Background: an optimization exercise with open tools, aiming at small area, a short achievable clock period and few clock cycles per item. Do not read the settings as production practice.
The RTL was checked by simulation tests, not by an equivalence proof against the original design.
Power figures rest on the tool's default switching activity, not on a simulated workload.

==> inputs of trial 32 <==
Design bse, start of the top module:
module bse (
    input  wire        clk,
    input  wire        rst,
    input  wire        cmd_valid,
    output wire        cmd_ready,
    input  wire [31:0] cmd,
    input  wire [63:0] a0,
    input  wire [63:0] a1,
    input  wire [63:0] a2,
    input  wire [63:0] a3,
    output reg         done,
    output reg  [63:0] r0,
    output wire [63:0] r1,
    output reg  [2:0]  err,
    output reg  [6:0]  sticky
);
Settings: LEC_CHECK=0, ABC_AREA=1, CAP_MARGIN=20, CORE_MARGIN=2, CORE_UTILIZATION=50, PLACE_DENSITY=0.6, SLEW_MARGIN=20, SETUP_SLACK_MARGIN=10.5, CTS_ARGS=-sink_clustering_enable -repair_clock_nets -dont_use_dummy_load; clock period 15.0 ns.
standard.sh (not shown) runs the stock make flow with config.mk's settings and CLKGATE_MAP_FILE= SYNTH_SCRIPT=/design/flow/synth_recipe.tcl, a recipe that flattens the netlist after the stock synthesis.
==> flow/flow/run.sh <==
#!/bin/bash
# Own layout flow: the standard flow (standard.sh, which runs ORFS from
# the standard synthesis to the final layout), unchanged except that
#  - the timing repair after floorplan, CTS and global route aims for a setup
#    slack of SETUP_SLACK_MARGIN ns instead of 0, and
#  - clock tree synthesis inserts no dummy loads.
# The clock period, the SDC and every other setting are the design's and
# config.mk's.
set -euo pipefail
cat >> config.mk <<'CFG'
export SETUP_SLACK_MARGIN = 10.5
export CTS_ARGS = -sink_clustering_enable -repair_clock_nets -dont_use_dummy_load
CFG
bash standard.sh > standard.log 2>&1
==> build 58 (differences from trial 32) <==
--- a/flow/design.v
+++ b/flow/design.v
@@ -54,12 +54,13 @@
     wire        c_rdbyte  = (c_opc == OP_RDBYTE);
     wire        c_rngflag = a1[63] || a2[63] || (|a1[62:7]) || (|a2[62:7]);
     wire        c_arrtmem = (|a0) || (|a1);
     wire        c_a0big   = |a0[62:9];
     wire        c_ndp     = (c_opc >= OP_WR && c_opc <= OP_RDR) || c_rdbyte ||
                             c_form_dab || c_form_da;
+    wire        c_rdc     = (c_opc == OP_RD) || (c_opc == OP_RDR) || c_rdbyte;
     wire [65:0] ax = {3'b000, a1[62:0]};
     wire [65:0] ay = {3'b111, ~a2[62:0]};
     wire [65:0] az = {3'b111, ~a3[62:0]};
     wire [65:0] cs = ax ^ ay ^ az;
     wire [65:0] cc = {(ax[64:0] & ay[64:0]) | (ax[64:0] & az[64:0]) | (ay[64:0] & az[64:0]), 1'b1};
     wire [63:0] g0 = (cs[63:0] & cc[63:0]) | 64'd1;      
@@ -95,13 +96,13 @@
     reg         i_a0neg, i_a0big;
     reg  [6:0]  i_b, i_c;
     reg  [2:0]  i_wid;
     reg         i_rngflag, i_arrtmem, i_aneg;
     reg  [3:0]  i_bg, i_bp;
     reg         i_g64, i_p64, i_p65;
-    reg         i_build, i_ndp;
+    reg         i_build, i_ndp, i_rdc;
     reg         stall;               
     reg         rdy_q;               
     assign cmd_ready = rdy_q;
     always @(posedge clk) begin
         if (rst)
             i_v <= 1'b0;
@@ -126,12 +127,13 @@
             i_bp      <= c_bp;
             i_g64     <= c_g64;
             i_p64     <= c_p64;
             i_p65     <= c_p65;
             i_build   <= c_form_dab || c_form_da;
             i_ndp     <= c_ndp;
+            i_rdc     <= c_rdc;
         end
     end
     reg  [3:0] open_q;
     reg  [3:0] nw_q  [0:3];
     reg  [8:0] len_q [0:3];
     reg  [8:0] pos_q [0:3];
@@ -176,12 +178,13 @@
     wire [3:0] asel = 4'b0001 << i_sa;
     wire [3:0] bsl  = 4'b0001 << i_sb;
     wire [3:0]  s_capbad, s_short;
     wire [9:0]  s_wend  [0:3];
     wire [8:0]  s_avail [0:3];
     wire [10:0] s_st    [0:3];
+    wire [3:0]  s_wrnw  [0:3];       
     genvar gs;
     generate
         for (gs = 0; gs < 4; gs = gs + 1) begin : M
             wire [8:0]  p  = pos_q[gs];
             wire [3:0]  nw = nw_q[gs];
             wire [9:0]  we = {1'b0, p} + {3'd0, i_c};
@@ -194,12 +197,18 @@
                     4'd7:    lim = 4'd7;
                     default: lim = 4'd8;
                 endcase
             end
             wire [10:0] room = {2'd0, lim, 5'd0} - {2'd0, p} - {4'd0, i_c};
             assign s_wend[gs]   = we;
+            wire [4:0]  need = we[9:5] + {4'd0, we[4:0] != 5'd0};
+            wire nw_ok1 = ({1'b0, nw} >= need);
+            wire nw_ok2 = ({nw, 1'b0} >= need);
+            wire nw_ok3 = ({nw[3:0], 2'b0} >= {1'b0, need});
+            assign s_wrnw[gs] = nw_ok1 ? nw : nw_ok2 ? {nw[2:0], 1'b0} :
+                                nw_ok3 ? {nw[1:0], 2'b0} : {nw[0], 3'b0};
             assign s_capbad[gs] = room[10];
             assign s_avail[gs]  = len_q[gs] - p;
             assign s_short[gs]  = ({2'b0, i_c} >= s_avail[gs]);
             assign s_st[gs]     = {2'b0, p} - {4'b0, i_b};
         end
     endgenerate
@@ -208,18 +217,12 @@
     wire [3:0]  NW    = nw_q[d];
     wire [8:0]  LA    = len_q[i_sa];
     wire [8:0]  LB    = len_q[i_sb];
     wire [9:0]  wend  = s_wend[d];
     wire [9:0]  wlast = wend - 10'd1;
     wire        cap_bad = |(dsel & s_capbad);
-    wire [4:0]  need   = wend[9:5] + {4'd0, wend[4:0] != 5'd0};
-    wire        nw_ok1 = ({1'b0, NW} >= need);
-    wire        nw_ok2 = ({NW, 1'b0} >= need);
-    wire        nw_ok3 = ({NW[3:0], 2'b0} >= {1'b0, need}) || NW[3];
-    wire [3:0]  wr_nw = nw_ok1 ? NW : nw_ok2 ? {NW[2:0], 1'b0} : nw_ok3 ? {NW[1:0], 2'b0} :
-                        {NW[0], 3'b0};
     wire [8:0]  avail = s_avail[d];
     wire        rd_short = |(dsel & s_short);
     wire [6:0]  rd_k  = rd_short ? avail[6:0] : i_c;
     wire [8:0]  rd_np = rd_short ? L : wend[8:0];
     wire [10:0] n_st  = s_st[d];
     wire [8:0] initc_sum = i_a0[8:0] + 9'd31;
@@ -303,15 +306,19 @@
                          x_shr ? x_np[1:0] - x_step[1:0] : x_step[1:0] - 2'd1;
     wire [10:0] x_st   = {3'd0, x_cr, 6'd0} + (x_bin ? 11'd0 : x_off);
     wire [1:0]  x_rs   = (x_bin && x_step[0]) ? x_sb : x_sa;
     wire [2:0]  x_vop  = (x_bin && !x_step[0]) ? V_X : x_op;
     wire [3:0]  x_th   = x_e[9:6] - {2'd0, x_cr};
     wire [6:0]  x_tc   = x_th[3] ? 7'd0 : (x_th[2:0] != 3'd0) ? 7'd64 : {1'b0, x_e[5:0]};
-    wire n_iv    = stall ? i_v : cmd_valid;
-    wire n_indp  = stall ? i_ndp : c_ndp;
-    wire n_stall = !rst && n_iv && n_indp && x_run && !x_last;
+    wire       n_iv    = stall ? i_v : cmd_valid;
+    wire       n_indp  = stall ? i_ndp : c_ndp;
+    wire       n_ird   = stall ? i_rdc : c_rdc;
+    wire [1:0] n_isd   = stall ? i_sd : c_sd[1:0];
+    wire       x_nlast = (x_step + 4'd1 == x_nst - 4'd1);   
+    wire n_stall = !rst && n_iv && n_indp && x_run && !x_last &&
+                   !(x_nlast && n_ird && n_isd != x_sd);
     function [3:0] hkof;
         input [2:0] w0;
         begin
             hkof[0] = w0[2] ^ (w0[1:0] != 2'd0);
             hkof[1] = w0[2] ^ (w0[1:0] > 2'd1);
             hkof[2] = w0[2] ^ (w0[1:0] > 2'd2);
@@ -319,27 +326,29 @@
         end
     endfunction
     wire [2:0]  wf = P[7:5];
     wire [2:0]  wl = wlast[7:5];
     wire [7:0]  n_words = (8'hFF << wf) & ~(8'hFE << wl);
     wire        bsel    = b_more || i_build;
-    wire [1:0]  u_rs    = bsel ? x_rs : d;
-    wire [10:0] u_st    = bsel ? x_st : n_st;
+    wire        rsel    = b_more ? !(go && i_ndp) : i_build;
+    wire [1:0]  u_rs    = rsel ? x_rs : d;
+    wire [10:0] u_st    = rsel ? x_st : n_st;
     reg  [31:0] dc_bsel;             
     reg  [11:0] dc_rot;              
     reg  [4:0]  dc_sh;               
     reg  [6:0]  dc_rlo, dc_rk;       
     reg         dc_rfull;
     reg  [3:0]  dc_wsoh;             
     reg  [7:0]  dc_words;            
     reg  [11:0] dc_plc;              
     reg  [3:0]  dc_mlo, dc_mhi;      
     reg  [4:0]  dc_plo, dc_phi;      
-    reg  [63:0] dc_val;              
+    reg  [95:0] dc_y;
+    wire [63:0] dc_val = dc_y[63:0];
     reg         dc_bupd;             
-    reg         dc_bld;              
+    reg  [3:0]  dc_bld;              
     reg  [2:0]  dc_vop;
     wire [3:0]  u_hk  = hkof(u_st[7:5]);
     wire [3:0]  u_oh  = 4'b0001 << u_st[6:5];
     wire [3:0]  u_r0  = u_oh;
     wire [3:0]  u_r1  = {u_oh[2:0], u_oh[3]};
     wire [3:0]  u_r2  = {u_oh[1:0], u_oh[3:2]};
@@ -357,35 +366,38 @@
     end
     wire [63:0] bd;
     always @(posedge clk) begin
         dc_bsel <= u_bsel;
         dc_rot  <= {u_r2, u_r1, u_r0};
         dc_sh   <= u_st[4:0];
-        if (bsel) begin
+        if (rsel) begin
             dc_rlo   <= x_shr ? x_tc : 7'd0;
             dc_rk    <= x_tc;
             dc_rfull <= !x_shl;
-            dc_wsoh  <= (x_run && x_wr) ? (4'b0001 << x_sd) : 4'd0;
-            dc_words <= 8'b11 << {x_cw, 1'b0};
             dc_vop   <= x_vop;
         end else begin
             dc_rlo   <= i_b;
             dc_rk    <= rd_k;
             dc_rfull <= 1'b0;
+            dc_vop   <= V_X;
+        end
+        if (bsel) begin
+            dc_wsoh  <= (x_run && x_wr) ? (4'b0001 << x_sd) : 4'd0;
+            dc_words <= 8'b11 << {x_cw, 1'b0};
+        end else begin
             dc_wsoh  <= (ok && op_wr && i_c != 7'd0) ? dsel : 4'd0;
             dc_words <= n_words;
-            dc_vop   <= V_X;
         end
         dc_plc  <= bsel ? 12'd0 : n_plc;
         dc_mlo  <= bsel ? 4'd0 : 4'b0001 << wf[1:0];
         dc_mhi  <= bsel ? 4'd0 : 4'b0001 << wl[1:0];
         dc_bupd <= x_run && x_rd;
-        dc_bld  <= bsel;
+        dc_bld  <= bsel ? (x_cw[0] ? 4'b1100 : 4'b0011) : 4'b0000;
         dc_plo  <= P[4:0];
         dc_phi  <= wlast[4:0];
-        dc_val  <= dc_bupd ? bd : i_a0;
+        dc_y    <= dc_bupd ? {32'd0, bd} : {32'd0, i_a0} << n_st[4:0];
     end
     reg        da_v;
     reg  [2:0] da_err;
     reg        da_r0w, da_r0x, da_rdff;
     reg  [9:0] da_q;
     reg        da_r1w;
@@ -426,13 +438,15 @@
                 if (op_setpos)
                     pos_q[d] <= i_a0[8:0];
                 if (op_wr) begin
                     pos_q[d] <= wend[8:0];
                     if (rd_short)                
                         len_q[d] <= wend[8:0];
-                    nw_q[d]  <= wr_nw;
+                    for (k = 0; k < 4; k = k + 1)
+                        if (dsel[k])
+                            nw_q[k] <= s_wrnw[k];
                 end
                 if (op_rd)
                     pos_q[d] <= rd_np;
                 if (op_dab || op_da) begin
                     open_q[d] <= 1'b1;
                     nw_q[d]   <= nw_q[i_sa];
@@ -523,21 +537,21 @@
             V_OR:    begin bd1 = ~64'd0;  bd0 = dc_val;  end
             V_XOR:   begin bd1 = ~dc_val; bd0 = dc_val;  end
             default: begin bd1 = ~64'd0;  bd0 = 64'd0;   end
         endcase
     end
     assign bd = (X & bd1) | (~X & bd0);
-    wire [95:0] y   = {32'd0, dc_val} << dc_sh;
+    wire [95:0] y   = dc_y;
     wire [31:0] tlo = ~32'd0 << dc_plo;
     wire [31:0] thi = ~(~32'd0 << dc_phi) | (32'd1 << dc_phi);
     generate
         for (gk = 0; gk < 4; gk = gk + 1) begin : K
             wire [31:0] yk = ({32{dc_plc[gk*3 + 0]}} & y[31:0]) |
                              ({32{dc_plc[gk*3 + 1]}} & y[63:32]) |
                              ({32{dc_plc[gk*3 + 2]}} & y[95:64]) |
-                             ({32{dc_bld}} & dc_val[(gk%2)*32 +: 32]);
+                             ({32{dc_bld[gk]}} & dc_val[(gk%2)*32 +: 32]);
             wire [31:0] mk = (dc_mlo[gk] ? tlo : ~32'd0) & (dc_mhi[gk] ? thi : ~32'd0);
             assign bus[gk*32 +: 32] = (yk & mk) | (banks[gk*32 +: 32] & ~mk);
         end
     endgenerate
     reg [6:0] r1_q;
     assign r1 = {57'd0, r1_q};
==> qor summary <==
Met2 wire length: build 58 170000 um; trial 32 162000 um
Initial DRT Pass Iterations: build 58 9; trial 32 10
Startpoint of the lowest-slack register-to-register path: build 58 i_c[2]; trial 32 i_sd[0]
Area fraction in compound gates after synthesis: build 58 10.8%; trial 32 11.1%
Clock Network Area Fraction: build 58 4.01%; trial 32 3.99%
Run status: build 58 finished clean; trial 32 finished clean
Data required, critical path: build 58 12.00 ns; trial 32 15.54 ns
Post-synthesis simple-gate area fraction: build 58 28.1%; trial 32 27.9%
Total number of vias: build 58 86300; trial 32 84500
Clock network fraction of total power: build 58 25.6%; trial 32 25.0%
Count of flip-flops with a built-in enable after synthesis: build 58 1216; trial 32 1218
Worst hold margin: build 58 0.449 ns; trial 32 0.431 ns
Number of tap instances: build 58 2355; trial 32 2340
Number of distinct standard cells referenced by the synthesized netlist: build 58 69; trial 32 74
Endpoint type of the worst setup path: build 58 primary output; trial 32 flop
Testbench counts of trial 32, summed over its fixed seeds: cycles 34,296, cmds 32,000.
Testbench counts of build 58, summed over its fixed seeds: cycles 33,996, cmds 32,000.

## separate check: timing with driven ports
In the flow no input, the clock included, has a driving cell. The finished layouts below were timed again as built, in two steps.
Step 1: set_driving_cell puts a clkbuf_16 on clk and a buf_2 on each other input, an assumption about the parent block.
Step 2 adds t to the input delays and takes it off the output delays; t is the mean of the earliest and latest rising clock arrival at the registers after step 1. Input paths then give back, and output paths get back, about the clock's delay inside the block.
Slacks: no drivers / after step 1 / after step 2; pairs: no drivers / after step 1.
| run | shift t [ns] | setup slack, ns | worst hold slack (ns) | worst slew at a driven data input, ns |
|---|---|---|---|---|
| trial 32 | 0.901 | 10.368 / 10.368 / 9.606 | 0.431 / 0.431 / 0.431 | 0.12 |
| build 58 | 0.868 | 10.526 / 10.459 / 9.719 | 0.449 / 0.449 / 0.449 | 0.12 |
After both steps every run listed still meets setup and hold. The setup slack of build 58, which loses most, moves by -0.067 ns with the drivers and by -0.807 ns with both steps.
